Background: an optimization exercise with open tools, aiming at small area. Do not read the settings as production practice. At most, simulation tests tie the RTL to the original design; equivalence was not proved. For runs 2 and 3, only the layout was checked, not whether the RTL still works. No activity file was given, so power comes from the tool's default toggle rates.

--- flow/design.v ---
module bdsp_analyser (
    input  wire        clk,
    input  wire        rst,
    input  wire        start,
    input  wire [11:0] blob_len,
    input  wire [7:0]  en0,
    input  wire [7:0]  en1,
    input  wire        in_valid,
    input  wire [7:0]  in_data,
    output wire        in_ready,
    output wire        done,
    output wire        malformed,
    output wire [7:0]  on0,
    output wire [7:0]  on1,
    output wire [7:0]  off0,
    output wire [7:0]  off1,
    output wire [7:0]  gs0,
    output wire [7:0]  xt0,
    output wire [7:0]  xt1,
    output wire [7:0]  ctgt_ae0,
    output wire [7:0]  ctgt_ae1,
    output wire [7:0]  ctgt_gen,
    output wire [7:0]  ctgt_base,
    output wire [3:0]  ncoef,
    output wire [1:0]  mode,
    output wire [1:0]  sinsel,
    output wire        genstop,
    output wire [1:0]  mdir,
    output wire [1:0]  bdir0,
    output wire [1:0]  bdir1,
    output wire        reg_valid,
    output wire [7:0]  reg_flags,
    output wire [55:0] reg_val,
    output wire [3:0]  int_app,
    output wire [15:0] int_addr,
    output wire [7:0]  int_nbytes
);
    localparam [2:0] S_IDLE = 3'b000, S_HDR = 3'b001, S_BODY = 3'b010,
                     S_DOK  = 3'b100, S_DMAL = 3'b101;
    localparam [1:0] K_SKIP = 2'd0, K_FW = 2'd1, K_COEF = 2'd2, K_REG = 2'd3;
    reg  [2:0]  st;
    reg  [11:0] rem;       
    reg  [11:0] crem;      
    reg  [6:0]  cnt;       
    reg  [1:0]  kind;
    reg  [3:0]  app;
    reg  [4:0]  sw;        
    reg  [3:0]  nhi;       
    reg  [13:0] q;         
    reg  [13:0] p;         
    reg  [14:0] seen;      
    reg  [14:0] ctgt;      
    reg  [3:0]  ncnt;
    reg         fb;        
    reg  [1:0]  sins;
    reg  [1:0]  md;        
    reg  [1:0]  bd0, bd1;
    reg         rv;
    reg  [7:0]  rf;
    reg  [55:0] rvl;
    reg  [15:0] iaddr;
    reg  [7:0]  inb;
    wire        idle     = (st == S_IDLE);
    wire        in_hdr   = (st == S_HDR);
    wire        in_body  = (st == S_BODY);
    wire        at_chunk = in_hdr && (cnt[2:0] == 3'd0);
    wire        rem_lt8  = (rem[11:3] == 9'd0);
    wire        take     = in_valid && in_ready;
    wire        ht       = in_hdr && take;
    wire        bt       = in_body && take;
    wire        z        = (in_data == 8'd0);
    wire        one      = (in_data == 8'd1);
    wire        dir_ok   = (in_data[7:2] == 6'd0) && !(in_data[1] && in_data[0]);
    wire [11:0] len      = {crem[11:8], in_data};
    wire [11:0] n        = {nhi, in_data};
    wire        fw_seen  = (md != 2'd3);
    wire        is_fw    = (kind == K_FW);
    wire        is_coef  = (kind == K_COEF);
    wire        is_greg  = (kind == K_REG) && (app == 4'd0);
    wire        h7       = ht && (cnt[2:0] == 3'd7);
    wire        c_fw     = bt && is_fw;
    wire        c_coef   = bt && is_coef;
    wire        c_int    = c_coef && (ncnt == 4'd0);
    wire        c8       = c_coef && (cnt == 7'd8);
    wire        c8_ne    = c8 && (n != 12'd0);
    wire        sin_hit  = (app == 4'd0) && (sw != 5'd0) && (n[11:2] >= {5'd0, sw});
    reg hmal;
    always @(*) begin
        case (cnt[2:0])
        3'd4, 3'd5: hmal = !z;
        3'd6:       hmal = (in_data[7:4] != 4'd0);
        3'd7: case (kind)
              K_FW:    hmal = fw_seen || (len < 12'd17);
              K_COEF:  hmal = seen[app] || (len < 12'd9);
              K_REG:   hmal = (len < 12'd8) || (app == 4'd0 && rv);
              default: hmal = 1'b0;
              endcase
        default:    hmal = 1'b0;
        endcase
    end
    reg bmal;
    always @(*) begin
        bmal = 1'b0;
        if (is_fw && cnt < 7'd17 && !dir_ok) bmal = 1'b1;
        if (is_coef) begin
            case (cnt)
            7'd0, 7'd1, 7'd5, 7'd6: bmal = !z;
            7'd7:    bmal = (in_data[7:4] != 4'd0);
            7'd8:    bmal = (in_data[1:0] != 2'd0) || (n >= crem);
            default: ;
            endcase
        end
    end
    assign in_ready  = in_body || (in_hdr && !(at_chunk && rem_lt8));
    assign done      = st[2];
    assign malformed = st[0];
    assign on0  = {p[0] & ~q[0], p[7:1] & ~q[7:1]};
    assign off0 = {p[0] &  q[0], p[7:1] &  q[7:1]};
    assign on1  = {2'b00, p[13:8] & ~q[13:8]};
    assign off1 = {2'b00, p[13:8] &  q[13:8]};
    assign genstop = rv & rf[7];
    assign gs0  = {genstop & q[0] & ~p[0], 7'd0};
    assign xt0       = {ctgt[0], ctgt[7:1]};
    assign xt1       = {2'b00, ctgt[13:8]};
    assign ctgt_gen  = {7'd0, ctgt[0]};
    assign ctgt_ae0  = {1'b0, ctgt[7:1]};
    assign ctgt_ae1  = {2'b00, ctgt[13:8]};
    assign ctgt_base = {7'd0, ctgt[14]};
    assign ncoef  = ncnt;
    assign mode   = (ncnt == 4'd0) ? 2'd0 : ((ncnt[3:1] != 3'd0) || fb) ? 2'd1 : 2'd2;
    assign sinsel = sins;
    assign mdir   = {md[1], md[0] & ~md[1]};
    assign bdir0  = bd0;
    assign bdir1  = bd1;
    assign reg_valid = rv;
    assign reg_flags = rf;
    assign reg_val   = rvl;
    assign int_app[0] = ctgt[1] | ctgt[3] | ctgt[5] | ctgt[7] | ctgt[9] | ctgt[11] | ctgt[13];
    assign int_app[1] = ctgt[2] | ctgt[3] | ctgt[6] | ctgt[7] | ctgt[10] | ctgt[11] | ctgt[14];
    assign int_app[2] = ctgt[4] | ctgt[5] | ctgt[6] | ctgt[7] | ctgt[12] | ctgt[13] | ctgt[14];
    assign int_app[3] = |ctgt[14:8];
    assign int_addr   = iaddr;
    assign int_nbytes = inb;
    always @(posedge clk) begin
        if (rst) begin
            st <= S_IDLE;
        end else begin
            case (st)
            S_IDLE:
                if (start) st <= S_HDR;
            S_HDR:
                if (at_chunk && rem_lt8)
                    st <= (rem[2:0] == 3'd0) ? S_DOK : S_DMAL;
                else if (ht) begin
                    if (hmal)
                        st <= S_DMAL;
                    else if (cnt[2:0] == 3'd7 && len != 12'd0)
                        st <= S_BODY;
                end
            S_BODY:
                if (rem == 12'd0)
                    st <= S_DMAL;
                else if (bt) begin
                    if (bmal)
                        st <= S_DMAL;
                    else if (crem == 12'd1)
                        st <= S_HDR;
                end
            default:
                st <= S_IDLE;
            endcase
        end
    end
    always @(posedge clk) begin
        if (idle && start) rem <= blob_len;
        else if (take)     rem <= rem - 12'd1;
    end
    always @(posedge clk) begin
        if (ht && cnt[2:0] == 3'd6) crem[11:8] <= in_data[3:0];
        if (h7)                     crem[7:0]  <= in_data;
        if (bt)                     crem       <= crem - 12'd1;
    end
    always @(posedge clk) begin
        if (idle)
            cnt <= 7'd0;
        else if (ht)
            cnt <= (cnt[2:0] == 3'd7) ? 7'd0 : cnt + 7'd1;
        else if (bt) begin
            if (crem == 12'd1)
                cnt <= 7'd0;
            else if (is_coef && cnt == 7'd8)
                cnt <= (c8_ne && sin_hit) ? {~sw, 2'b11} : 7'd127;
            else if (cnt != 7'd127)
                cnt <= cnt + 7'd1;
        end
    end
    always @(posedge clk) begin
        if (ht) begin
            case (cnt[2:0])
            3'd0: kind <= z ? K_FW : K_SKIP;
            3'd1: if (!z) kind <= K_SKIP;
            3'd2: if (kind != K_SKIP)
                      kind <= (in_data[7:2] == 6'd0) ? in_data[1:0] : K_SKIP;
            3'd3: begin
                app <= in_data[3:0];
                if (kind == K_FW) begin
                    if (!z) kind <= K_SKIP;
                end else if (in_data[7:4] != 4'd0 || in_data[3:0] == 4'd15) begin
                    kind <= K_SKIP;
                end
            end
            default: ;
            endcase
        end
    end
    wire [15:0] app_dec  = 16'd1 << app;
    wire [15:0] slot_dec = 16'd1 << cnt[3:0];
    wire        dir_hit  = c_fw && (cnt[6:4] == 3'd0) && (q[cnt[3:0]] ? z : one);
    always @(posedge clk) begin
        p    <= {14{!idle}} & (p    | ({14{dir_hit}} & slot_dec[13:0]));
        seen <= {15{!idle}} & (seen | ({15{h7 && kind == K_COEF}} & app_dec[14:0]));
        ctgt <= {15{!idle}} & (ctgt | ({15{c8_ne}} & app_dec[14:0]));
        rv   <= !idle & (rv | (h7 && kind == K_REG && app == 4'd0));
    end
    always @(posedge clk) begin
        if (idle && start) q <= {en1[5:0], en0[6:0], en0[7]};
    end
    always @(posedge clk) begin
        if (idle) begin
            md  <= 2'd3;
            bd0 <= 2'd2;
            bd1 <= 2'd2;
        end else if (c_fw) begin
            if (cnt == 7'd14) md  <= in_data[1:0];
            if (cnt == 7'd15) bd0 <= in_data[1:0];
            if (cnt == 7'd16) bd1 <= in_data[1:0];
        end
    end
    always @(posedge clk) begin
        if (c_coef && cnt == 7'd2) sw <= z ? 5'd1 : 5'd0;
        if (c_coef && cnt == 7'd3)
            sw <= (sw != 5'd0 && in_data[7:5] == 3'd0 && in_data[4:0] <= 5'd16) ?
                  5'd17 - in_data[4:0] : 5'd0;
        if (c_coef && cnt == 7'd7) nhi <= in_data[3:0];
        if (c_int && cnt[6:1] == 6'd1) iaddr <= {iaddr[7:0], in_data};
        if (c_int && cnt == 7'd8) inb <= in_data;
    end
    always @(posedge clk) begin
        if (c_int && cnt == 7'd4) fb <= !one;
        if (c_int && cnt == 7'd8 && n > 12'd160) fb <= 1'b1;
    end
    always @(posedge clk) begin
        if (idle)       ncnt <= 4'd0;
        else if (c8_ne) ncnt <= ncnt + 4'd1;
    end
    always @(posedge clk) begin
        if (idle)
            sins <= 2'd0;
        else if (c_coef && cnt == 7'd126)
            sins <= in_data[0] ? 2'd2 : 2'd1;
    end
    always @(posedge clk) begin
        if (bt && is_greg && cnt[6:3] == 4'd0) {rvl, rf} <= {in_data, rvl, rf[7:0]} >> 8;
    end
endmodule
--- flow/flow/abc_area.script ---
strash
&get -n
&fraig -x
&put
scorr
dc2
strash
&get -n
&synch2
&dch -f
&nf -R 1000
&put
--- flow/constraint.sdc ---
create_clock -name core_clock -period 6.0 [get_ports {clk}]
set_input_delay 1.2000 -clock core_clock [delete_from_list [all_inputs] [get_ports {clk}]]
set_output_delay 1.2000 -clock core_clock [all_outputs]
set_load 0.01 [all_outputs]
--- flow/flow/run.sh ---
#!/bin/bash
# The standard layout, with three changes:
# - synthesis maps the logic with an area-oriented ABC script (flow/abc_area.script)
#   in a copy of the ORFS scripts; everything else in synthesis is unchanged;
# - the smallest buffer on the ports and on outputs that repeat a net;
# - one tie cell for the constant outputs;
# - a clock tree of fewer, stronger sink buffers and no dummy loads.
# Each tool's full output stays in the ORFS logs under orfs/logs; make's own
# output goes to synth.log and standard.log.
set -euo pipefail
rm -rf scripts_area
cp -r "$FLOW_HOME/scripts" scripts_area
cp flow/abc_area.script scripts_area/abc_area.script
bash standard.sh SCRIPTS_DIR="$PWD/scripts_area" ABC_AREA=1 MIN_BUF_CELL_AND_PORTS="sky130_fd_sc_hd__buf_1 A X" synth > synth.log 2>&1
bash standard.sh \
  SKIP_REPAIR_TIE_FANOUT=1 \
  BUFFER_PORTS_ARGS="-buffer_cell sky130_fd_sc_hd__buf_1" \
  CTS_ARGS="-sink_clustering_enable -repair_clock_nets -sink_clustering_size 36 -sink_clustering_max_diameter 70 -sink_clustering_buffer sky130_fd_sc_hd__clkbuf_16 -buf_list {sky130_fd_sc_hd__clkbuf_8 sky130_fd_sc_hd__clkbuf_16} -dont_use_dummy_load" \
  finish > standard.log 2>&1
--- flow/standard.sh ---
#!/bin/bash
# synth_recipe.tcl (not shown) runs the flow's synth.tcl, then flattens the netlist and writes it again
# the make line also repeats each setting of config.mk as NAME=value (left out here)
make -C /OpenROAD-flow-scripts/flow DESIGN_CONFIG=/design/flow/config.mk WORK_HOME=/design/flow/orfs CLKGATE_MAP_FILE= SYNTH_SCRIPT=/design/flow/synth_recipe.tcl "${@:-finish}"
--- flow/config.mk ---
export PLATFORM = sky130hd
export DESIGN_NAME = bdsp_analyser
export DESIGN_NICKNAME = bdsp_analyser
export VERILOG_FILES = /design/flow/design.v
export SDC_FILE = /design/flow/constraint.sdc
export NUM_CORES = 4
export LEC_CHECK = 0
export CAP_MARGIN = 20
export CORE_MARGIN = 2
export CORE_UTILIZATION = 50
export PLACE_DENSITY = 0.7
export SLEW_MARGIN = 20
==> results_dict.tcl, run 1 <==
set metrics [dict create \
    wl_met1_mm 9.31 \
    setup_ws_ps 1910 \
    clock_sinks 209 \
    met3_length_mm 1.30 \
    min_path_type "reg2reg" \
    grt_max_degree 53 \
    grt_pass1_vias 6304 \
    synth_edf_count 141 \
    syn2layout_area_growth_pct 14.8 \
    timing.rr.start "cnt[0]" \
    yosysSeqAreaShare_pct 62.2 \
    placementRows 49 \
    hold_violations 0 \
    post-route-period-util_pct 68.2 \
    cp.arrival_ps 4380 \
    drc_errors 0 \
    dr.pass1.iters 5 \
    initial_utilization_pct 50.6 \
    reg2reg_slack_ps 1910 \
    cts_tree "yes" \
    antenna_found_initial 0 \
    synth_top_area_cell "edfxtp_1" \
    die_h_um 138 \
    netlist_area_sq_mm 0.00899 \
    endpoint_kind "flip-flop" \
    pre_cts_ws_ps 1610 \
    cts_hold_buf 0 \
    required_ps 6290 \
    cp_max_fo 11 \
    crit_start "cnt[0]" \
    r2r_end "cnt[6]" \
    max_slew.worst_pin.slew_ps 1050 \
    power_leakage_uw 0.00345 \
    clock_path_buffers 3 \
    syn_avg_cell_area_sq_um 10.9 \
    via_per_inst 5.50 \
    synth_cell_types 49 \
    vdd_ir_drop_max_mv 0.578 \
    setup_viol 0 \
    dp_hpwl_mm 15.6 \
    fp.dieArea_sq_mm 0.0191 \
    wl_per_cell_um 17.4 \
    dr_wl_met2_mm 10.4 \
    post-route-min-period_ps 4090 \
    layout.nets 1081 \
    relSlewSlack_pct 29.1 \
    finClkSkew_ps 56.9 \
    powerDensity_mw_per_mm2 333 \
    totalPowerFinal_uw 3440 \
    overflow 0 \
    wl_mm 21.5 \
    die_x_um 138 \
    antenna_left 0 \
    syn-num-nets 894 \
    synth-async-reset-ratio_pct 0 \
    cts_setup_buffers 0 \
    synth_seq_cells 209 \
    vias 6808 \
    start_kind "flip-flop" \
    numCtsBuffers 14 \
    yosys_warnings 1 \
    reg2regPathDepth 11 \
    clock_latency_ps 490 \
    place_congestion 0.897 \
    ys.flop_type "edfxtp_1" \
    rsz0062_at_grt "no" \
    clkTransAtPathRegs_ps 110 \
    clock-root-buffer "clkbuf_16" \
    track_usage_pct 21.7 \
    min_to "rvl[44]" \
    worst_hold_slack_ps 393 \
    core_area_sq_mm 0.0178 \
    status "no timing/DRC/antenna violations" \
    synth_cells 824 \
    routed.top_layer "met4" \
    synthTopCellsByArea "edfxtp_1 47%, dfxtp_1 15%, nor2_1 4.4%" \
    synth_top_area_share_pct 47.1 \
    portBuffers 206 \
    drt_iter0_drc 401 \
    critPathKind "reg2reg" \
    layout-drive-gt1-share_pct 2.87 \
    grt_pass1_wl_mm 33.8 \
    slew_violations 0 \
    htree_num_levels 1 \
    num_antenna_cells 0 \
    pin_count 239 \
    design_area_sq_mm 0.0103 \
    placed_area_sq_mm 0.00997 \
    nFillCells 1581 \
    worst_hold_path.num_cells 0 \
    cap_viol_max_count 0 \
    min-delay-start "rvl[52]" \
    clock.fmax_mhz 244 \
    setup_tns_ps 0 \
    cts-resized-gates 0 \
]
cells in the mapped netlist, types with 15 or more instances:
cell type    n
a21oi_1     78
a31oi_1     15
and2_0      19
buf_1       45
clkinv_1    37
dfxtp_1     68
edfxtp_1   141
ha_1        30
nand2_1     52
nand3_1     16
nor2_1     106
nor2b_1     26
nor3_1      22
nor4_1      15
o21ai_0     51
xnor2_1     16
flip-flops by register name, summed over array words and instances (netlist names), 3 cells and up:
| register | flops |
|---|---|
| crem | 12 |
| p | 14 |
| inb | 8 |
| seen | 15 |
| rem | 12 |
| rvl | 56 |
| app | 4 |
| cnt | 7 |
| sw | 5 |
| rf | 8 |
| ncnt | 4 |
| st | 3 |
| nhi | 4 |
| ctgt | 15 |
| iaddr | 16 |
| q | 14 |
how the worst max path moves through the flow:
stage,to,slack [ps],cells past startpoint
floorplan,rem[10],1150,4
global placement,st[0],1640,22
detailed placement,st[0],1610,22
CTS,in_ready,1970,7
global route,cnt[6],1590,11
finish,cnt[6],1910,11
per-layer routing:
| layer | vias to the layer above | global-route usage, % |
|---|---|---|
| met3 | 34 | 3.91 |
| met2 | 250 | 36.5 |
| met4 | 0 | 5.69 |
| met1 | 3210 | 29.2 |
| met5 | - | 0 |
| li1 | 3314 | - |
layout by cell type, fill, tap and decap left out, types with 19 or more instances in the layout:
cell type / count
ha_1: 30
nor3_1: 21
nor2b_1: 26
o21ai_0: 51
buf_1: 206
nand2_1: 52
clkinv_1: 37
dfxtp_1: 68
edfxtp_1: 141
a21oi_1: 78
nor2_1: 106
and2_0: 19
worst max-delay path, cell delays in order (launching register included):
cell and delay [ps]:
dfxtp_1 480, clkinv_1 210, ha_1 310, nor2b_1 650, nand4_1 480, a211oi_1 710
nand2_1 160, a31oi_1 440, and2_0 210, o32a_1 150, a21o_1 80, a21oi_1 60
cell families (layout without fill, tap and decap cells):
group,Yosys count,count (layout),share of synthesized area [%]
other,1,1,0.0417
muxes,7,7,1.07
and+or+nand+nor,298,298,16.0
AOI/OAI and AO/OA,177,177,11.1
adders and majority gates,30,30,4.18
xor gates and xnor gates,20,20,1.95
buffers and inverters,82,267,3.42
DFF,209,209,62.2
area by class of cell:
type                    instances  area [sq um]  share of cell area (%)
well taps                     229           287                    2.78
flip-flops and latches        209          5600                    54.2
repair buffers                216           848                    8.22
clock buffers                  14           350                    3.40
inverters                      37           139                    1.35
multi-input cells             533          3100                    30.0
where the power goes:
part / switching (uW) / total [uW] / internal [uW]
Clock: 444 / 861 / 417
Sequential: 113 / 1800 / 1690
Combinational: 529 / 773 / 244
Total: 1090 / 3440 / 2350
stage by stage:
step	utilization, %	instances
floorplan	-	824
global placement	56.1	1224
detailed placement	56.1	1224
CTS	58.0	1238
global route	58.0	1238
finish	58.0	1238
==> inputs of run 2 (changes only) <==
--- a/flow/design.v
+++ b/flow/design.v
@@ -173,10 +173,21 @@
     end
-    always @(posedge clk) begin
-        if (idle && start) rem <= blob_len;
-        else if (take)     rem <= rem - 12'd1;
-    end
-    always @(posedge clk) begin
-        if (ht && cnt[2:0] == 3'd6) crem[11:8] <= in_data[3:0];
-        if (h7)                     crem[7:0]  <= in_data;
-        if (bt)                     crem       <= crem - 12'd1;
+    function [11:0] dec12;
+        input [11:0] v;
+        input        b;
+        integer      k;
+        reg          br;
+        begin
+            br = b;
+            for (k = 0; k < 12; k = k + 1) begin
+                dec12[k] = v[k] ^ br;
+                br       = br & ~v[k];
+            end
+        end
+    endfunction
+    wire [11:0] rem_dec  = dec12(rem, take);
+    wire [11:0] crem_dec = dec12(crem, bt);
+    always @(posedge clk) begin
+        rem        <= idle ? blob_len : rem_dec;
+        crem[11:8] <= (ht && cnt[2:0] == 3'd6) ? in_data[3:0] : crem_dec[11:8];
+        crem[7:0]  <= h7 ? in_data : crem_dec[7:0];
     end
@@ -252,4 +263,3 @@
     always @(posedge clk) begin
-        if (idle)       ncnt <= 4'd0;
-        else if (c8_ne) ncnt <= ncnt + 4'd1;
+        ncnt <= idle ? 4'd0 : ncnt + {3'd0, c8_ne};
     end
--- a/flow/flow/run.sh
+++ b/flow/flow/run.sh
@@ -17,3 +17,3 @@
   BUFFER_PORTS_ARGS="-buffer_cell sky130_fd_sc_hd__buf_1" \
-  CTS_ARGS="-sink_clustering_enable -repair_clock_nets -sink_clustering_size 36 -sink_clustering_max_diameter 70 -sink_clustering_buffer sky130_fd_sc_hd__clkbuf_16 -buf_list {sky130_fd_sc_hd__clkbuf_8 sky130_fd_sc_hd__clkbuf_16} -dont_use_dummy_load" \
+  CTS_ARGS="-sink_clustering_enable -repair_clock_nets -sink_clustering_size 14 -sink_clustering_max_diameter 60 -sink_clustering_buffer sky130_fd_sc_hd__clkbuf_8 -buf_list {sky130_fd_sc_hd__clkbuf_4 sky130_fd_sc_hd__clkbuf_8} -dont_use_dummy_load" \
   finish > standard.log 2>&1
==> results_dict.tcl, run 2 <==
set metrics [dict create \
    status "no timing/DRC/antenna violations" \
    track_usage_pct 21.2 \
    crit_start "cnt[2]" \
    critPathKind "reg2reg" \
    yosysSeqAreaShare_pct 61.0 \
    worst_hold_slack_ps 420 \
    synth.most_common_cell "edfxtp_1" \
    overflow 0 \
    cp_slowest_stage_delay_ps 900 \
    grt_use_met2_pct 34.8 \
    synth_top_cells_by_count "117 x edfxtp_1, 106 x nor2_1, 92 x dfxtp_1" \
    via_per_inst 5.42 \
    dp_hpwl_mm 14.8 \
    drc_errors 0 \
    cp_cell_sequence "clkinv_1 -> nand2_1 -> o21ai_0 -> nand2_1 -> and2_0 -> ha_1 -> ha_1 -> ha_1 -> ha_1 -> ha_1 -> ha_1 -> ha_1 -> ha_1 -> ha_1 -> ha_1 -> ha_1 -> xnor2_1 -> o21ai_0" \
    mostFrequentLayoutCell "buf_1" \
    synth_mux_area_share_pct 0.869 \
    slew_violations 0 \
    min_to "iaddr[13]" \
    synthAdderAreaFrac_pct 6.84 \
    synth_simple_gate_area_share_pct 16.3 \
    synth_compound_area_share_pct 10.4 \
    reg2regPathDepth 18 \
    grt_pass1_vias 6094 \
    setup_viol 0 \
    layout.nets 1096 \
    clock_sinks 209 \
    clock.fmax_mhz 233 \
    grt_max_degree 82 \
    power_leakage_uw 0.00352 \
    htree_num_levels 1 \
    path_common_cell "ha_1" \
    syn_avg_cell_area_sq_um 10.7 \
    wl_per_cell_um 16.5 \
    num_antenna_cells 0 \
    multiInputGateArea_sq_mm 0.00312 \
    syn2layout_area_growth_pct 13.9 \
    slowest_stage "dfxtp_1" \
    relSlewSlack_pct 31.6 \
    powerDensity_mw_per_mm2 302 \
    max_slew.worst_pin.slew_ps 1020 \
    wl_mm 20.3 \
    die_x_um 137 \
    post-route-period-util_pct 71.5 \
    clkTransAtPathRegs_ps 90 \
    pin_count 239 \
    setup_tns_ps 0 \
    nFillCells 1510 \
    cp.arrival_ps 4630 \
    portBuffers 206 \
    required_ps 6340 \
    min_path_type "reg2reg" \
    path_delay_family "adder cells" \
    initial_utilization_pct 51.0 \
    synth_seq_cells 209 \
    numCtsBuffers 19 \
    cts_tree "yes" \
    dr.pass1.iters 5 \
    r2r_end "rem[11]" \
    antenna_left 0 \
    synth_xor_area_share_pct 0.897 \
    drt_iter0_drc 489 \
    rsz0062_at_grt "no" \
    final_cell_mix "206 x buf_1, 117 x edfxtp_1, 106 x nor2_1, 92 x dfxtp_1, 81 x a21oi_1" \
    synth_top_family_by_area "simple AND/OR/NAND/NOR gates" \
    start_kind "flip-flop" \
    worst_hold_path.num_cells 0 \
    die_h_um 137 \
    timing.rr.start "cnt[2]" \
    cts-resized-gates 0 \
    yosys_warnings 1 \
    cts_setup_buffers 0 \
    grt_util_met3_pct 3.81 \
    ff_latch_area_sq_mm 0.00536 \
    syn-num-nets 906 \
    grt_pass1_wl_mm 31.4 \
    cts_hold_buf 0 \
    synth_top_area_cell "edfxtp_1" \
    hold_violations 0 \
    finClkSkew_ps 31.6 \
    core_area_sq_mm 0.0172 \
    fp.dieArea_sq_mm 0.0186 \
    cp_num_buf_inv 1 \
    placementRows 48 \
    endpoint_kind "flip-flop" \
    post-route-min-period_ps 4290 \
    vias 6672 \
    synth_top_area_share_pct 40.0 \
    cap_viol_max_count 0 \
    clock_latency_ps 510 \
    netlist_area_sq_mm 0.00879 \
    reg2reg_slack_ps 1710 \
    synth_cells 818 \
    ys.flop_type "edfxtp_1" \
    layout-drive-gt1-share_pct 3.08 \
    place_congestion 0.949 \
    antenna_found_initial 0 \
    met1_usage_pct 29.1 \
    largest_register_ffs 56 \
    top_usage_layer "met2" \
    min-delay-start "iaddr[5]" \
    synth_edf_count 117 \
    vdd_ir_drop_max_mv 0.541 \
    clock-root-buffer "clkbuf_8" \
    clock_path_buffers 3 \
    synthTopCellsByArea "edfxtp_1 40%, dfxtp_1 21%, ha_1 6.8%" \
    synth-async-reset-ratio_pct 0 \
    cp_max_fo 22 \
    synth_cell_types 46 \
]
[run 2: worst max path at each step]
| stage | cells after the start | slack, ps | end |
|---|---|---|---|
| 6_report | 18 | 1710 | rem[11] |
| 5_1_grt | 18 | 1320 | rem[11] |
| 4_1_cts | 18 | 1790 | rem[11] |
| 3_5_place_dp | 22 | 1610 | st[0] |
| 3_3_place_gp | 19 | 1650 | st[0] |
| 2_1_floorplan | 2 | 530 | q[0] |
[run 2: cell type report]
cell class                      count  area share, %
Timing Repair Buffer              214           8.32
Sequential cell                   209           53.5
Clock buffer                       19           2.61
Inverter                           41           1.54
Multi-Input combinational cell    523           31.2
Tap cell                          225           2.81
[run 2: cell families after synthesis]
| family | count (synthesis) |
|---|---|
| other | 1 |
| adder cells (fa/ha/maj) | 48 |
| flip-flops | 209 |
| buffers and inverters | 86 |
| multiplexers | 5 |
| AO/OA/AOI/OAI | 162 |
| AND/OR/NAND/NOR | 298 |
| XOR/XNOR | 9 |
[run 2: routing by layer]
layer	vias up	routed length (um)
li1	3271	-
met5	-	0
met3	39	1400
met4	0	433
met2	272	9680
met1	3090	8770
[run 2: where the power goes]
part	switching, uW	total (uW)	internal [uW]
clock	426	710	284
combinational	421	611	189
sequential	94.2	1700	1610
[run 2: per-stage QoR]
stage	setup slack (ps)	std cells	power (uW)	instance area [sq um]	util [%]
2_1_floorplan	528	818	2150	8790	-
3_3_place_gp	1650	1212	2330	9750	56.6
3_5_place_dp	1610	1212	2340	9750	56.6
4_1_cts	1790	1231	3050	10000	58.1
5_1_grt	1320	1231	3200	10000	58.1
6_report	1710	1231	3030	10000	58.1
==> inputs of run 3 (changes only) <==
--- a/flow/flow/run.sh
+++ b/flow/flow/run.sh
@@ -17,3 +17,3 @@
   BUFFER_PORTS_ARGS="-buffer_cell sky130_fd_sc_hd__buf_1" \
-  CTS_ARGS="-sink_clustering_enable -repair_clock_nets -sink_clustering_size 14 -sink_clustering_max_diameter 60 -sink_clustering_buffer sky130_fd_sc_hd__clkbuf_8 -buf_list {sky130_fd_sc_hd__clkbuf_4 sky130_fd_sc_hd__clkbuf_8} -dont_use_dummy_load" \
+  CTS_ARGS="-sink_clustering_enable -repair_clock_nets -sink_clustering_size 18 -sink_clustering_max_diameter 50 -sink_clustering_buffer sky130_fd_sc_hd__clkbuf_8 -buf_list {sky130_fd_sc_hd__clkbuf_4 sky130_fd_sc_hd__clkbuf_8} -dont_use_dummy_load" \
   finish > standard.log 2>&1
==> results_dict.tcl, run 3 <==
set metrics [dict create \
    slew_violations 0 \
    vdd_ir_drop_max_mv 0.542 \
    cp.arrival_ps 4590 \
    synth_cell_types 46 \
    setup_tns_ps 0 \
    grt_max_degree 82 \
    syn2layout_area_growth_pct 14.4 \
    placementRows 48 \
    overflow 0 \
    wl_per_cell_um 16.4 \
    pin_count 239 \
    place_congestion 0.949 \
    start_kind "flip-flop" \
    num_antenna_cells 0 \
    portBuffers 206 \
    drt_iter0_drc 503 \
    hold_violations 0 \
    synth_cells 818 \
    worst_hold_path.num_cells 0 \
    largest_register_ffs 56 \
    synth_top_area_share_pct 40.0 \
    required_ps 6390 \
    cts-resized-gates 0 \
    die_x_um 137 \
    setup_viol 0 \
    critPathKind "reg2reg" \
    cts_setup_buffers 0 \
    cp_slowest_stage_delay_ps 880 \
    clock_latency_ps 540 \
    cp_cell_sequence "clkinv_1 -> nand2_1 -> o21ai_0 -> nand2_1 -> and2_0 -> ha_1 -> ha_1 -> ha_1 -> ha_1 -> ha_1 -> ha_1 -> ha_1 -> ha_1 -> ha_1 -> ha_1 -> ha_1 -> xnor2_1 -> o21ai_0" \
    cap_viol_max_count 0 \
    final_cell_mix "206 x buf_1, 117 x edfxtp_1, 106 x nor2_1, 92 x dfxtp_1, 81 x a21oi_1" \
    die_h_um 137 \
    netlist_area_sq_mm 0.00879 \
    synth_top_area_cell "edfxtp_1" \
    grt_pass1_wl_mm 31.4 \
    cp_num_buf_inv 1 \
    cp_max_fo 22 \
    post-route-period-util_pct 69.9 \
    mostFrequentLayoutCell "buf_1" \
    drc_errors 0 \
    wl_mm 20.3 \
    htree_num_levels 1 \
    layout-drive-gt1-share_pct 3.37 \
    powerDensity_mw_per_mm2 306 \
    yosys_warnings 1 \
    vias 6675 \
    numCtsBuffers 22 \
    grt_pass1_vias 6088 \
    placed_area_sq_mm 0.00975 \
    clock_path_buffers 3 \
    synth_edf_count 117 \
    crit_cells 18 \
    track_usage_pct 21.3 \
    path_common_cell "ha_1" \
    layout.nets 1099 \
    ys.flop_type "edfxtp_1" \
    synth.most_common_cell "edfxtp_1" \
    syn-num-nets 906 \
    rsz0062_at_grt "no" \
    syn_avg_cell_area_sq_um 10.7 \
    max_slew.worst_pin.slew_ps 997 \
    status "no timing/DRC/antenna violations" \
    core_area_sq_mm 0.0172 \
    power_leakage_uw 0.00355 \
    initial_utilization_pct 51.0 \
    synth_top_cells_by_count "117 x edfxtp_1, 106 x nor2_1, 92 x dfxtp_1" \
    fp.dieArea_sq_mm 0.0186 \
    relSlewSlack_pct 33.0 \
    synth-async-reset-ratio_pct 0 \
    post-route-min-period_ps 4190 \
    cts_tree "yes" \
    clock_sinks 209 \
    dr.pass1.iters 5 \
    clock.fmax_mhz 238 \
    endpoint_kind "flip-flop" \
    yosysSeqAreaShare_pct 61.0 \
    clock-root-buffer "clkbuf_8" \
    antenna_found_initial 0 \
    path_delay_family "adder cells" \
    clkTransAtPathRegs_ps 80 \
    via_per_inst 5.41 \
    antenna_left 0 \
    synthTopCellsByArea "edfxtp_1 40%, dfxtp_1 21%, ha_1 6.8%" \
    dp_hpwl_mm 14.8 \
    reg2regPathDepth 18 \
    synth_seq_cells 209 \
    min_path_type "reg2reg" \
    finClkSkew_ps 42.2 \
    slowest_stage "dfxtp_1" \
    cts_hold_buf 0 \
    design_area_sq_mm 0.0101 \
]
run 3: layout make-up:
cell class	count	area, sq um
clock buffers	22	303
fillers	1503	7190
inverters	41	154
multi-input cells	523	3120
flip-flops and latches	209	5360
well taps	225	282
repair buffers	214	833
run 3: where the power goes:
part / leakage [uW] / internal [uW] / switching, uW
sequential: 0.00182 / 1610 / 94.1
clock: 0.000158 / 326 / 436
combinational: 0.00157 / 189 / 421
run 3: final timing paths:
check	startpoint	end	slack, ps
setup / recovery	cnt[2]	rem[11]	1810
hold / removal	iaddr[5]	iaddr[13]	420
setup reg to reg	cnt[2]	rem[11]	1810
hold reg to reg	iaddr[5]	iaddr[13]	420
run 3: cells by family (layout without fill, tap and decap cells):
family	count (synthesis)	after routing	synth area share [%]
simple gates	298	298	16.3
flops	209	209	61.0
xor+xnor	9	9	0.897
mux	5	5	0.869
buf+inv	86	277	3.67
compound gates	162	162	10.4
fa+ha+maj	48	48	6.84
other cells	1	1	0.0427
run 3: worst register-to-register path, cell delays in order, from the launching register on:
cell      delay, ps
dfxtp_1         880
clkinv_1        520
nand2_1         210
o21ai_0         130
nand2_1         160
and2_0          290
ha_1            210
ha_1            150
ha_1            150
ha_1            150
ha_1            150
ha_1            150
ha_1            140
ha_1            140
ha_1            150
ha_1            150
ha_1            150
xnor2_1         120
o21ai_0          80
run 3: stage by stage:
stage | power (uW) | hold WS [ps] | utilization, % | setup WS (ps) | instances
after floorplan | 2150 | 436 | - | 528 | 818
after global placement | 2330 | 427 | 56.6 | 1650 | 1212
after detailed placement | 2340 | 430 | 56.6 | 1610 | 1212
after CTS | 3100 | 421 | 58.3 | 1860 | 1234
after global routing | 3260 | 436 | 58.3 | 1400 | 1234
final | 3080 | 421 | 58.3 | 1810 | 1234
run 3: per-layer routing:
metal / wire length [um] / track usage, % / part of all wire [%]
met1: 8810 / 29.2 / 43
met3: 1500 / 3.78 / 7.4
met2: 9640 / 34.7 / 48
met4: 322 / 6.13 / 1.6
met5: 0 / 0 / 0
==> inputs of run 4 (changes only) <==
--- a/flow/design.v
+++ b/flow/design.v
@@ -49,3 +49,3 @@
     reg  [13:0] q;         
-    reg  [13:0] p;         
+    reg  [13:0] pn;        
     reg  [14:0] seen;      
@@ -116,8 +116,8 @@
     assign malformed = st[0];
-    assign on0  = {p[0] & ~q[0], p[7:1] & ~q[7:1]};
-    assign off0 = {p[0] &  q[0], p[7:1] &  q[7:1]};
-    assign on1  = {2'b00, p[13:8] & ~q[13:8]};
-    assign off1 = {2'b00, p[13:8] &  q[13:8]};
+    assign on0  = {~(pn[0] | q[0]), ~(pn[7:1] | q[7:1])};
+    assign off0 = {~pn[0] &  q[0], ~pn[7:1] &  q[7:1]};
+    assign on1  = {2'b00, ~(pn[13:8] | q[13:8])};
+    assign off1 = {2'b00, ~pn[13:8] &  q[13:8]};
     assign genstop = rv & rf[7];
-    assign gs0  = {genstop & q[0] & ~p[0], 7'd0};
+    assign gs0  = {genstop & q[0] & pn[0], 7'd0};
     assign xt0       = {ctgt[0], ctgt[7:1]};
@@ -193,15 +193,21 @@
     end
-    always @(posedge clk) begin
-        if (idle)
+    wire        cnt_inc = take && (cnt != 7'd127);
+    wire        cnt_clr = idle || (ht && cnt[2:0] == 3'd7) || (bt && crem == 12'd1);
+    reg  [6:0]  cnt_up;
+    integer     j;
+    reg         cy;
+    always @(*) begin
+        cy = cnt_inc;
+        for (j = 0; j < 7; j = j + 1) begin
+            cnt_up[j] = cnt[j] ^ cy;
+            cy        = cy & cnt[j];
+        end
+    end
+    always @(posedge clk) begin
+        if (cnt_clr)
             cnt <= 7'd0;
-        else if (ht)
-            cnt <= (cnt[2:0] == 3'd7) ? 7'd0 : cnt + 7'd1;
-        else if (bt) begin
-            if (crem == 12'd1)
-                cnt <= 7'd0;
-            else if (is_coef && cnt == 7'd8)
-                cnt <= (c8_ne && sin_hit) ? {~sw, 2'b11} : 7'd127;
-            else if (cnt != 7'd127)
-                cnt <= cnt + 7'd1;
-        end
+        else if (c8)
+            cnt <= (c8_ne && sin_hit) ? {~sw, 2'b11} : 7'd127;
+        else
+            cnt <= cnt_up;
     end
@@ -230,3 +236,3 @@
     always @(posedge clk) begin
-        p    <= {14{!idle}} & (p    | ({14{dir_hit}} & slot_dec[13:0]));
+        pn   <= {14{idle}} | (pn & ~({14{dir_hit}} & slot_dec[13:0]));
         seen <= {15{!idle}} & (seen | ({15{h7 && kind == K_COEF}} & app_dec[14:0]));
--- a/flow/flow/run.sh
+++ b/flow/flow/run.sh
@@ -17,3 +17,3 @@
   BUFFER_PORTS_ARGS="-buffer_cell sky130_fd_sc_hd__buf_1" \
-  CTS_ARGS="-sink_clustering_enable -repair_clock_nets -sink_clustering_size 18 -sink_clustering_max_diameter 50 -sink_clustering_buffer sky130_fd_sc_hd__clkbuf_8 -buf_list {sky130_fd_sc_hd__clkbuf_4 sky130_fd_sc_hd__clkbuf_8} -dont_use_dummy_load" \
+  CTS_ARGS="-sink_clustering_enable -repair_clock_nets -sink_clustering_size 10 -sink_clustering_max_diameter 40 -sink_clustering_buffer sky130_fd_sc_hd__clkbuf_4 -buf_list {sky130_fd_sc_hd__clkbuf_4 sky130_fd_sc_hd__clkbuf_8} -dont_use_dummy_load" \
   finish > standard.log 2>&1
==> results_dict.tcl, run 4 <==
set metrics [dict create \
    cp_max_fo 10 \
    wl_mm 19.7 \
    syn-num-nets 861 \
    grt_pass1_vias 6061 \
    synthTopCellsByArea "edfxtp_1 41%, dfxtp_1 22%, ha_1 7.0%" \
    dr.pass1.iters 5 \
    clock_sinks 209 \
    vdd_ir_drop_max_mv 0.148 \
    track_usage_pct 21.6 \
    clock-root-buffer "clkbuf_8" \
    synth_top_area_share_pct 41.2 \
    hold_violations 0 \
    wl_per_cell_um 16.5 \
    clkTransAtPathRegs_ps 100 \
    yosysSeqAreaShare_pct 62.8 \
    dp_hpwl_mm 14.2 \
    initial_utilization_pct 51.3 \
    portBuffers 206 \
    drc_errors 0 \
    setup_viol 0 \
    finalNonFillerCells 1196 \
    syn2layout_area_growth_pct 14.7 \
    synth_top_area_cell "edfxtp_1" \
    start_kind "primary input" \
    cts_hold_buf 0 \
    vias 6404 \
    place_congestion 0.874 \
    antenna_left 0 \
    synth_seq_cells 209 \
    mostFrequentLayoutCell "buf_1" \
    via_per_inst 5.35 \
    powerDensity_mw_per_mm2 274 \
    cts_tree "yes" \
    layout.nets 1066 \
    cap_viol_max_count 0 \
    htree_num_levels 2 \
    synth-async-reset-ratio_pct 0 \
    synth_cells 773 \
    relSlewSlack_pct 22.3 \
    clock_latency_ps 510 \
    synth_edf_count 117 \
    grt_pass1_wl_mm 30.8 \
    status "no timing/DRC/antenna violations" \
    grt_max_degree 61 \
    overflow 0 \
    die_x_um 135 \
    synth_cell_types 44 \
    yosys_warnings 1 \
    setup_tns_ps 0 \
    power_leakage_uw 0.00351 \
    slew_violations 0 \
    drt_iter0_drc 430 \
    critPathKind "in2reg" \
    fin_util_pct 58.8 \
    min_path_type "reg2reg" \
    fp.dieArea_sq_mm 0.0181 \
    ys.flop_type "edfxtp_1" \
    num_antenna_cells 0 \
    clock_path_buffers 3 \
    final_cell_mix "206 x buf_1, 117 x edfxtp_1, 100 x nor2_1, 92 x dfxtp_1, 63 x nand2_1" \
    placementRows 47 \
    place_inst 1162 \
    endpoint_kind "flip-flop" \
    synth.most_common_cell "edfxtp_1" \
    cp.arrival_ps 4670 \
    antenna_found_initial 0 \
    syn_avg_cell_area_sq_um 11.0 \
    finClkSkew_ps 66.8 \
    largest_register_ffs 56 \
    totalPowerFinal_uw 2680 \
    max_slew.worst_pin.slew_ps 1160 \
    rsz0062_at_grt "no" \
    cts_setup_buffers 0 \
    numCtsBuffers 34 \
    core_area_sq_mm 0.0166 \
    die_h_um 135 \
    cts-resized-gates 0 \
    synth_top_cells_by_count "117 x edfxtp_1, 100 x nor2_1, 92 x dfxtp_1" \
    layout-drive-gt1-share_pct 4.92 \
    post-route-period-util_pct 71.6 \
    required_ps 6370 \
    netlist_area_sq_mm 0.00853 \
    pin_count 239 \
    post-route-min-period_ps 4290 \
    clock.fmax_mhz 233 \
]
==> run 4: path summary, 6_finish.rpt <==
kind                   start       to  slack (ps)  depth (start not counted)
setup / recovery  in_data[0]   cnt[5]        1710                          8
hold / removal       rvl[52]  rvl[44]         440                          0
setup reg to reg      cnt[2]   cnt[5]        1820                          9
hold reg to reg      rvl[52]  rvl[44]         440                          0
==> run 4: worst max-delay path, stage by stage <==
cell and delay (ps):
buf_1 240, nor4_1 1030, nand2_1 440, o21ai_0 860, nor3_1 310, nand2_1 200, a21oi_1 120, a211oi_1 270
==> run 4: through the flow <==
stage                     hold slack (ps)  instance area [sq um]  worst slack (ps)
after detailed placement              432                   9490              1410
after CTS                             428                   9770              1870
final                                 439                   9780              1710
after global placement                426                   9490              1390
after global routing                  452                   9780              1340
after floorplan                       431                   8530              1610
==> run 4: routing by layer <==
| metal | GRT usage (%) | share of wire (%) | routed length [um] | vias up |
|---|---|---|---|---|
| li1 | - | - | - | 3144 |
| met1 | 28.5 | 43 | 8440 | 2971 |
| met2 | 35.2 | 48 | 9450 | 253 |
| met3 | 4.02 | 6.6 | 1300 | 36 |
| met4 | 9.47 | 2.6 | 519 | 0 |
| met5 | 0 | 0 | 0 | - |
==> run 4: report_power, final <==
part	leakage (uW)	switching, uW	internal (uW)	total [uW]
clock network	0.000169	455	300	754
logic	0.00152	206	103	309
registers	0.00182	48.0	1570	1620
==> run 4: cell families after synthesis <==
group           synth area share [%]
simple gates                    15.4
mux                             1.01
fa+ha+maj                       7.04
compound gates                  9.48
other cells                   0.0440
buf+inv                         3.65
flops                           62.8
xor+xnor                       0.616
==> run 4: final cells by class <==
cell class                 instances  area, sq um
sequential                       209         5360
timing repair buffer             214          833
multi-input combinational        481         2890
clock buffer                      34          287
inverter                          38          143
fill                            1440         6860
tap                              220          275
==> inputs of run 5 (changes only) <==
--- a/flow/flow/run.sh
+++ b/flow/flow/run.sh
@@ -17,3 +17,3 @@
   BUFFER_PORTS_ARGS="-buffer_cell sky130_fd_sc_hd__buf_1" \
-  CTS_ARGS="-sink_clustering_enable -repair_clock_nets -sink_clustering_size 10 -sink_clustering_max_diameter 40 -sink_clustering_buffer sky130_fd_sc_hd__clkbuf_4 -buf_list {sky130_fd_sc_hd__clkbuf_4 sky130_fd_sc_hd__clkbuf_8} -dont_use_dummy_load" \
+  CTS_ARGS="-sink_clustering_enable -repair_clock_nets -sink_clustering_size 14 -sink_clustering_max_diameter 60 -sink_clustering_buffer sky130_fd_sc_hd__clkbuf_8 -buf_list {sky130_fd_sc_hd__clkbuf_4 sky130_fd_sc_hd__clkbuf_8} -dont_use_dummy_load" \
   finish > standard.log 2>&1
--- a/flow/config.mk
+++ b/flow/config.mk
@@ -7,3 +7,3 @@
 export LEC_CHECK = 0
-export CAP_MARGIN = 20
+export CAP_MARGIN = 0
 export CORE_MARGIN = 2
@@ -11,2 +11,2 @@
 export PLACE_DENSITY = 0.7
-export SLEW_MARGIN = 20
+export SLEW_MARGIN = 0
==> results_dict.tcl, run 5 <==
set metrics [dict create \
    power.switching_uw 678 \
    synth_xor_area_share_pct 0.616 \
    start_kind "primary input" \
    rsz0062_at_grt "no" \
    initial_utilization_pct 51.3 \
    relSlewSlack_pct 20.7 \
    syn_avg_cell_area_sq_um 11.0 \
    drc_errors 0 \
    layout.nets 1051 \
    setup_tns_ps 0 \
    wl_per_cell_um 16.6 \
    clock_path_buffers 3 \
    synthAdderAreaFrac_pct 7.04 \
    clkTransAtPathRegs_ps 90 \
    synthTopCellsByArea "edfxtp_1 41%, dfxtp_1 22%, ha_1 7.0%" \
    pin_count 239 \
    intPower_uw 1960 \
    post-route-period-util_pct 70.3 \
    cts_tree "yes" \
    cts-resized-gates 0 \
    portBuffers 206 \
    yosys_warnings 1 \
    numCtsBuffers 19 \
    synth_seq_cells 209 \
    synth_edf_count 117 \
    fp.dieArea_sq_mm 0.0181 \
    pwr-share-clk_pct 26.9 \
    layout-drive-gt1-share_pct 3.43 \
    clock_sinks 209 \
    overflow 0 \
    grt_max_degree 61 \
    die_h_um 135 \
    syn2layout_area_growth_pct 14.3 \
    cap_viol_max_count 0 \
    via_per_inst 5.36 \
    cts_setup_buffers 0 \
    cp_num_buf_inv 1 \
    largest_register_ffs 56 \
    clock.fmax_mhz 237 \
    mostFrequentLayoutCell "buf_1" \
    htree_num_levels 1 \
    netlist_area_sq_mm 0.00853 \
    synth_top_cells_by_count "117 x edfxtp_1, 100 x nor2_1, 92 x dfxtp_1" \
    path_delay_family "simple AND/OR/NAND/NOR gates" \
    min_path_type "reg2reg" \
    synth-async-reset-ratio_pct 0 \
    powerDensity_mw_per_mm2 270 \
    required_ps 6400 \
    synth_cell_types 44 \
    synth_simple_gate_area_share_pct 15.4 \
    post-route-min-period_ps 4220 \
    power_leakage_uw 0.00347 \
    core_area_sq_mm 0.0166 \
    endpoint "cnt[2]" \
    synth_top_family_by_area "simple AND/OR/NAND/NOR gates" \
    crit_start "in_data[0]" \
    combPwrFrac_pct 11.7 \
    critPathKind "in2reg" \
    vias 6336 \
    dr.pass1.iters 5 \
    die_x_um 135 \
    grt_pass1_vias 5917 \
    slowest_stage "nor4_1" \
    slew_violations 0 \
    cp_slowest_stage_delay_ps 1050 \
    antenna_found_initial 0 \
    final_cell_mix "206 x buf_1, 117 x edfxtp_1, 100 x nor2_1, 92 x dfxtp_1, 63 x nand2_1" \
    reg2reg_slack_ps 1850 \
    switching_share_pct 25.7 \
    cp.arrival_ps 4620 \
    path_common_cell "nand2_1" \
    timing.rr.start "cnt[1]" \
    design_area_sq_mm 0.00975 \
    pwr-share-seq_pct 61.4 \
    synth_top_area_cell "edfxtp_1" \
    grt_pass1_wl_mm 30.6 \
    vdd_ir_drop_max_mv 0.194 \
    synth_compound_area_share_pct 9.48 \
    cts_hold_buf 0 \
    endpoint_kind "flip-flop" \
    placementRows 47 \
    num_antenna_cells 0 \
    status "no timing/DRC/antenna violations" \
    synth_mux_area_share_pct 1.01 \
    yosysSeqAreaShare_pct 62.8 \
    pre_cts_ws_ps 1410 \
    cp_max_fo 10 \
    ys.flop_type "edfxtp_1" \
    cp_cell_sequence "buf_1 -> nor4_1 -> nand2_1 -> o21ai_0 -> nor3_1 -> nand2_1 -> a21oi_1 -> a211oi_1" \
    max_slew.worst_pin.slew_ps 1180 \
    crit_cells 8 \
    place_congestion 0.874 \
    setup_viol 0 \
    placed_area_sq_mm 0.00949 \
    track_usage_pct 21.3 \
    r2r_end "cnt[2]" \
    antenna_left 0 \
    dp_hpwl_mm 14.2 \
    synth.most_common_cell "edfxtp_1" \
    drt_iter0_drc 395 \
    synth_top_area_share_pct 41.2 \
    wl_mm 19.6 \
    hold_violations 0 \
    syn-num-nets 861 \
    clock_latency_ps 510 \
    finClkSkew_ps 56.0 \
    reg2regPathDepth 9 \
    clock-root-buffer "clkbuf_8" \
    synth_cells 773 \
    setup_ws_ps 1780 \
]
==> run 5: cell counts after synthesis <==
No cell type changed its count.
==> run 5: routing by layer <==
layer	GRT usage, %	up-vias	part of all wire (%)
met3	3.08	39	6.1
met4	7.49	0	2.7
li1	-	3101	-
met1	28.5	2973	43
met5	0	-	0
met2	35.6	223	48
==> run 5: kinds of logic (layout without fill, tap and decap cells) <==
| kind of cell | after synthesis | after routing |
|---|---|---|
| multiplexers | 6 | 6 |
| XOR/XNOR | 6 | 6 |
| adder cells (fa/ha/maj) | 48 | 48 |
| AO/OA/AOI/OAI | 141 | 141 |
| other | 1 | 1 |
| AND/OR/NAND/NOR | 279 | 279 |
| flip-flops | 209 | 209 |
| buffers and inverters | 83 | 271 |
==> run 5: power by group through the flow <==
stage / Sequential (uW) / Clock, uW / Combinational [uW]
2_1_floorplan: 1640 / 0 / 223
4_1_cts: 1620 / 729 / 310
3_3_place_gp: 1650 / 0 / 304
3_5_place_dp: 1650 / 0 / 309
5_1_grt: 1630 / 779 / 364
6_report: 1620 / 708 / 309
==> run 5: through the flow <==
step / hold WS [ps] / total power [uW] / utilization (%) / instances
after floorplan: 431 / 1860 / - / 773
after global placement: 426 / 1950 / 57.0 / 1162
after detailed placement: 432 / 1960 / 57.0 / 1162
after CTS: 452 / 2660 / 58.6 / 1181
after global routing: 463 / 2770 / 58.6 / 1181
final: 447 / 2640 / 58.6 / 1181
==> run 5: layout make-up <==
cell class,count,area (sq um)
Fill cell,1432,6890
Sequential cell,209,5360
Multi-Input combinational cell,481,2880
Timing Repair Buffer,214,833
Tap cell,220,275
Clock buffer,19,262
Inverter,38,143
==> run 5: how the worst min path moves through the flow <==
stage          startpoint         to  cells after the start  slack, ps
2_1_floorplan     seen[5]    seen[5]                      2        430
3_3_place_gp     iaddr[7]  iaddr[15]                      0        430
6_report          rvl[52]    rvl[44]                      0        450
5_1_grt           rvl[50]    rvl[42]                      0        460
3_5_place_dp      rvl[13]     rvl[5]                      0        430
4_1_cts           rvl[13]     rvl[5]                      0        450
==> run 5: worst register-to-register path, stage by stage (launching register included) <==
cell	delay (ps)
dfxtp_1	440
nor3_1	510
nand2_1	170
or4_1	490
nor2_1	440
o21ai_0	480
nor3_1	700
nand2_1	210
a21oi_1	410
a211oi_1	140
==> inputs of run 6 (changes only) <==
--- a/flow/config.mk
+++ b/flow/config.mk
@@ -7,3 +7,3 @@
 export LEC_CHECK = 0
-export CAP_MARGIN = 0
+export CAP_MARGIN = 20
 export CORE_MARGIN = 2
@@ -11,2 +11,2 @@
 export PLACE_DENSITY = 0.7
-export SLEW_MARGIN = 0
+export SLEW_MARGIN = 20
==> results_dict.tcl, run 6 <==
set metrics [dict create \
    setup_viol 0 \
    start_kind "primary input" \
    synth_seq_cells 209 \
    relSlewSlack_pct 21.8 \
    layout-drive-gt1-share_pct 3.43 \
    clock-root-buffer "clkbuf_8" \
    syn_avg_cell_area_sq_um 11.0 \
    pwr-share-clk_pct 26.9 \
    core_area_sq_mm 0.0166 \
    endpoint_kind "flip-flop" \
    wl_mm 19.6 \
    clock_latency_ps 520 \
    num_antenna_cells 0 \
    cap_viol_max_count 0 \
    die_h_um 135 \
    finalNonFillerCells 1181 \
    cp_max_fo 10 \
    vdd_ir_drop_max_mv 0.194 \
    place_inst 1162 \
    synth-async-reset-ratio_pct 0 \
    clock_sinks 209 \
    intPower_uw 1960 \
    grt_pass1_wl_mm 30.6 \
    cts_setup_buffers 0 \
    placed_area_sq_mm 0.00949 \
    synth_edf_count 117 \
    overflow 0 \
    fp.dieArea_sq_mm 0.0181 \
    cts_tree "yes" \
    ys.flop_type "edfxtp_1" \
    post-route-min-period_ps 4260 \
    wl_per_cell_um 16.6 \
    clkTransAtPathRegs_ps 90 \
    final_cell_mix "206 x buf_1, 117 x edfxtp_1, 100 x nor2_1, 92 x dfxtp_1, 63 x nand2_1" \
    vias 6344 \
    post-route-period-util_pct 71.0 \
    synthTopCellsByArea "edfxtp_1 41%, dfxtp_1 22%, ha_1 7.0%" \
    cp.arrival_ps 4670 \
    worst_hold_slack_ps 445 \
    die_x_um 135 \
    power.switching_uw 679 \
    htree_num_levels 1 \
    worst_hold_path.num_cells 0 \
    fin_util_pct 58.6 \
    max_slew.worst_pin.slew_ps 1160 \
    required_ps 6410 \
    clock_path_buffers 3 \
    clock.fmax_mhz 235 \
    pwr-share-seq_pct 61.4 \
    antenna_found_initial 0 \
    design_area_sq_mm 0.00976 \
    grt_max_degree 61 \
    drt_iter0_drc 402 \
    place_congestion 0.874 \
    synth_cell_types 44 \
    powerDensity_mw_per_mm2 270 \
    yosys_warnings 1 \
    netlist_area_sq_mm 0.00853 \
    hold_violations 0 \
    status "no timing/DRC/antenna violations" \
    mostFrequentLayoutCell "buf_1" \
    synth_top_cells_by_count "117 x edfxtp_1, 100 x nor2_1, 92 x dfxtp_1" \
    synth_top_area_share_pct 41.2 \
    dr.pass1.iters 4 \
    slew_violations 0 \
    power_leakage_uw 0.00347 \
    rsz0062_at_grt "no" \
    setup_tns_ps 0 \
    synth_top_area_cell "edfxtp_1" \
    track_usage_pct 21.3 \
    drc_errors 0 \
    reg2regPathDepth 9 \
    critPathKind "in2reg" \
    dp_hpwl_mm 14.2 \
    antenna_left 0 \
    portBuffers 206 \
    cts-resized-gates 0 \
    numCtsBuffers 19 \
    switching_share_pct 25.7 \
    finClkSkew_ps 55.8 \
    synth_cells 773 \
    pin_count 239 \
    via_per_inst 5.37 \
    layout.nets 1051 \
    placementRows 47 \
    synth.most_common_cell "edfxtp_1" \
    cts_hold_buf 0 \
    min_path_type "reg2reg" \
    combPwrFrac_pct 11.7 \
    grt_pass1_vias 5917 \
    yosysSeqAreaShare_pct 62.8 \
    syn2layout_area_growth_pct 14.4 \
    largest_register_ffs 56 \
    syn-num-nets 861 \
    initial_utilization_pct 51.3 \
]
## run 6: cell counts after synthesis
Identical to the previous run, type by type.
## run 6: final timing paths
check        slack (ps)      end        from
max reg2reg        1800   cnt[2]      cnt[1]
min                 450  rvl[44]     rvl[52]
max                1740   cnt[2]  in_data[0]
min reg2reg         450  rvl[44]     rvl[52]
## run 6: routing by layer
| layer | wire length (um) | part of all wire [%] | GRT usage, % | vias up |
|---|---|---|---|---|
| met2 | 9400 | 48 | 35.6 | 225 |
| met1 | 8540 | 44 | 28.5 | 2978 |
| met5 | 0 | 0 | 0 | - |
| met3 | 1140 | 5.8 | 3.08 | 37 |
| li1 | - | - | - | 3104 |
| met4 | 491 | 2.5 | 7.49 | 0 |
## run 6: power groups by stage
stage                     sequential, uW  clock, uW  combinational [uW]
after floorplan                     1640          0                 223
after global placement              1650          0                 304
after detailed placement            1650          0                 309
after CTS                           1620        729                 310
after global routing                1630        779                 364
final                               1620        708                 309
## run 6: logic make-up (layout without fill, tap and decap cells)
| family | count (synthesis) | count (layout) | synth area share (%) |
|---|---|---|---|
| compound gates | 141 | 141 | 9.48 |
| buf+inv | 83 | 271 | 3.65 |
| mux | 6 | 6 | 1.01 |
| other cells | 1 | 1 | 0.0440 |
| simple gates | 279 | 279 | 15.4 |
| fa+ha+maj | 48 | 48 | 7.04 |
| xor+xnor | 6 | 6 | 0.616 |
| flops | 209 | 209 | 62.8 |
## run 6: worst max-delay path, cell delays in order
cell,delay [ps]
buf_1,240
nor4_1,1040
nand2_1,440
o21ai_0,840
nor3_1,320
nand2_1,210
a21oi_1,130
a211oi_1,260
## run 6: through the flow
| stage | setup slack [ps] | total power [uW] |
|---|---|---|
| after CTS | 1900 | 2660 |
| after global routing | 1380 | 2770 |
| after detailed placement | 1410 | 1960 |
| final | 1740 | 2640 |
| after global placement | 1390 | 1950 |
| after floorplan | 1610 | 1860 |
## run 6: cell type report
| type | count | area [sq um] |
|---|---|---|
| Multi-Input combinational cell | 481 | 2890 |
| Timing Repair Buffer | 214 | 833 |
| Tap cell | 220 | 275 |
| Inverter | 38 | 143 |
| Fill cell | 1433 | 6880 |
| Clock buffer | 19 | 262 |
| Sequential cell | 209 | 5360 |
==> inputs of run 7 (changes only) <==
--- a/flow/design.v
+++ b/flow/design.v
@@ -47,3 +47,3 @@
     reg  [4:0]  sw;        
-    reg  [3:0]  nhi;       
+    reg         nhi_nz;    
     reg  [13:0] q;         
@@ -74,3 +74,3 @@
     wire [11:0] len      = {crem[11:8], in_data};
-    wire [11:0] n        = {nhi, in_data};
+    wire [11:0] n        = {inb[3:0] & {4{nhi_nz}}, in_data};
     wire        fw_seen  = (md != 2'd3);
@@ -260,3 +260,5 @@
                   5'd17 - in_data[4:0] : 5'd0;
-        if (c_coef && cnt == 7'd7) nhi <= in_data[3:0];
+        if (c_coef && cnt == 7'd7) nhi_nz <= (in_data[3:0] != 4'd0);
+        if (c_coef && cnt == 7'd7 && (ncnt == 4'd0 || in_data[3:0] != 4'd0))
+            inb[3:0] <= in_data[3:0];
         if (c_int && cnt[6:1] == 6'd1) iaddr <= {iaddr[7:0], in_data};
==> results_dict.tcl, run 7 <==
set metrics [dict create \
    endpoint_kind "flip-flop" \
    pre_cts_ws_ps 1710 \
    cts-resized-gates 0 \
    cp_num_buf_inv 0 \
    grt_max_degree 62 \
    required_ps 6320 \
    synthTopCellsByArea "edfxtp_1 40%, dfxtp_1 22%, ha_1 7.1%" \
    min_to "rvl[46]" \
    r2r_end "rem[11]" \
    worst_hold_path.num_cells 0 \
    syn_avg_cell_area_sq_um 11.0 \
    synth_cells 776 \
    cp_slowest_stage_delay_ps 530 \
    synth-async-reset-ratio_pct 0 \
    layout-drive-gt1-share_pct 3.72 \
    cp.arrival_ps 4480 \
    core_area_sq_mm 0.0166 \
    ys.flop_type "edfxtp_1" \
    setup_ws_ps 1840 \
    clock_latency_ps 500 \
    cap_viol_max_count 0 \
    clkTransAtPathRegs_ps 90 \
    portBuffers 206 \
    pin_count 239 \
    drt_iter0_drc 415 \
    final_cell_mix "206 x buf_1, 114 x edfxtp_1, 101 x nor2_1, 92 x dfxtp_1, 67 x nand2_1" \
    synth.most_common_cell "edfxtp_1" \
    power_leakage_uw 0.00347 \
    grt_pass1_vias 5717 \
    post-route-period-util_pct 69.3 \
    setup_viol 0 \
    placementRows 47 \
    htree_num_levels 1 \
    critPathKind "reg2reg" \
    mostFrequentLayoutCell "buf_1" \
    max_slew.worst_pin.slew_ps 1030 \
    drc_errors 0 \
    fin_util_pct 58.7 \
    dr.pass1.iters 5 \
    switching_share_pct 26.2 \
    largest_register_ffs 56 \
    antenna_found_initial 0 \
    synth_cell_types 46 \
    reg2reg_slack_ps 1840 \
    combPwrFrac_pct 13.2 \
    synth_top_cells_by_count "114 x edfxtp_1, 101 x nor2_1, 92 x dfxtp_1" \
    netlist_area_sq_mm 0.00850 \
    post-route-min-period_ps 4160 \
    place_inst 1168 \
    finalNonFillerCells 1187 \
    numCtsBuffers 19 \
    initial_utilization_pct 51.2 \
    clock.fmax_mhz 241 \
    start_kind "flip-flop" \
    yosys_warnings 1 \
    wl_per_cell_um 16.1 \
    num_antenna_cells 0 \
    yosysSeqAreaShare_pct 62.0 \
    syn-num-nets 864 \
    wl_mm 19.1 \
    place_congestion 0.890 \
    rsz0062_at_grt "no" \
    setup_tns_ps 0 \
    cp_max_fo 14 \
    die_h_um 134 \
    syn2layout_area_growth_pct 14.5 \
    synth_top_area_share_pct 40.3 \
    antenna_left 0 \
    path_delay_family "adder cells" \
    dp_hpwl_mm 14.0 \
    via_per_inst 5.38 \
    path_common_cell "ha_1" \
    fp.dieArea_sq_mm 0.0181 \
    hold_violations 0 \
    finClkSkew_ps 44.5 \
    clock-root-buffer "clkbuf_8" \
    vias 6385 \
    clock_path_buffers 3 \
    slowest_stage "nor3_1" \
    power.switching_uw 694 \
    powerDensity_mw_per_mm2 272 \
    synth_edf_count 114 \
    clock_sinks 206 \
    intPower_uw 1960 \
    cts_setup_buffers 0 \
    grt_pass1_wl_mm 29.3 \
    synth_top_area_cell "edfxtp_1" \
    pwr-share-seq_pct 60.3 \
    status "no timing/DRC/antenna violations" \
    cts_hold_buf 0 \
    min_path_type "reg2reg" \
    layout.nets 1057 \
    reg2regPathDepth 18 \
    die_x_um 134 \
    cts_tree "yes" \
    min-delay-start "rvl[54]" \
    track_usage_pct 20.2 \
    timing.rr.start "cnt[1]" \
    pwr-share-clk_pct 26.5 \
    synth_seq_cells 206 \
    cp_cell_sequence "nor3_1 -> nand4_1 -> nand2_1 -> nand2_1 -> and2_0 -> ha_1 -> ha_1 -> ha_1 -> ha_1 -> ha_1 -> ha_1 -> ha_1 -> ha_1 -> ha_1 -> ha_1 -> ha_1 -> xnor2_1 -> o21ai_0" \
    slew_violations 0 \
    overflow 0 \
    vdd_ir_drop_max_mv 0.294 \
    relSlewSlack_pct 30.9 \
]
[run 7: power by group through the flow]
stage | registers (uW) | logic, uW | clock network (uW)
6_report | 1600 | 349 | 703
3_3_place_gp | 1630 | 344 | 0
2_1_floorplan | 1630 | 241 | 0
4_1_cts | 1600 | 352 | 733
3_5_place_dp | 1630 | 350 | 0
5_1_grt | 1610 | 400 | 778
[run 7: cells by family after synthesis]
family,count (synthesis),share of synthesized area (%)
and+or+nand+nor,288,15.8
DFF,206,62.0
AOI/OAI and AO/OA,136,9.32
buffers and inverters,81,3.58
adders and majority gates,48,7.07
muxes,9,1.55
xor gates and xnor gates,7,0.721
other,1,0.0441
[run 7: stage by stage]
step / area (sq um) / power (uW) / hold WS [ps]
6_report: 9730 / 2650 / 442
5_1_grt: 9730 / 2790 / 443
4_1_cts: 9730 / 2690 / 432
3_5_place_dp: 9470 / 1980 / 432
3_3_place_gp: 9470 / 1970 / 428
2_1_floorplan: 8500 / 1870 / 437
[run 7: area by class of cell]
class                      count  area [sq um]
multi-input combinational    489          2940
tap                          220           275
fill                        1450          6850
inverter                      36           135
timing repair buffer         217           856
sequential                   206          5270
clock buffer                  19           262
[run 7: routing by layer]
metal | vias up | GRT usage, % | routed length (um)
met5 | - | 0 | 0
met3 | 32 | 3.78 | 1430
li1 | 3103 | - | -
met1 | 3003 | 27.9 | 8320
met2 | 247 | 33.3 | 8930
met4 | 0 | 4.91 | 416
[run 7: how the worst max path moves through the flow]
stage,startpoint,to,cells after the start
finish,cnt[1],rem[11],18
floorplan,st[0],q[0],2
detailed placement,in_data[2],st[2],12
CTS,cnt[1],rem[11],18
global route,cnt[1],rem[11],18
global placement,in_data[2],st[2],12

[separate check: timing with driven ports]
The flow's constraints put no driver on any port. The routed layouts listed below were extracted and timed again, unchanged, in two steps. Step 1, drivers: a clkbuf_16 drives clk and a buf_2 each remaining input, both assumed. Step 2, shift: input delay + t, output delay - t, t = (earliest + latest rising clock arrival at the registers) / 2. This alone moves slack from input paths to output paths. Slacks: ideal ports / drivers / drivers and shift; pairs: ideal ports / drivers.
| run | t, ns | slack for setup (ns) | worst hold slack (ns) |
|---|---|---|---|
| run 1 | 0.510 | 1.908 / 1.908 / 1.572 | 0.393 / 0.393 / 0.393 |
| run 2 | 0.538 | 1.711 / 1.711 / 1.500 | 0.420 / 0.420 / 0.420 |
| run 3 | 0.555 | 1.805 / 1.805 / 1.492 | 0.421 / 0.421 / 0.421 |
| run 4 | 0.521 | 1.706 / 1.726 / 1.205 | 0.439 / 0.439 / 0.439 |
| run 5 | 0.529 | 1.784 / 1.806 / 1.277 | 0.447 / 0.447 / 0.447 |
| run 6 | 0.530 | 1.739 / 1.760 / 1.230 | 0.445 / 0.445 / 0.445 |
| run 7 | 0.520 | 1.844 / 1.844 / 1.564 | 0.442 / 0.442 / 0.442 |
After both steps setup and hold are still met in every run listed. The setup slack of run 6, which loses most, moves by +0.021 ns with the drivers and by -0.509 ns with both steps.
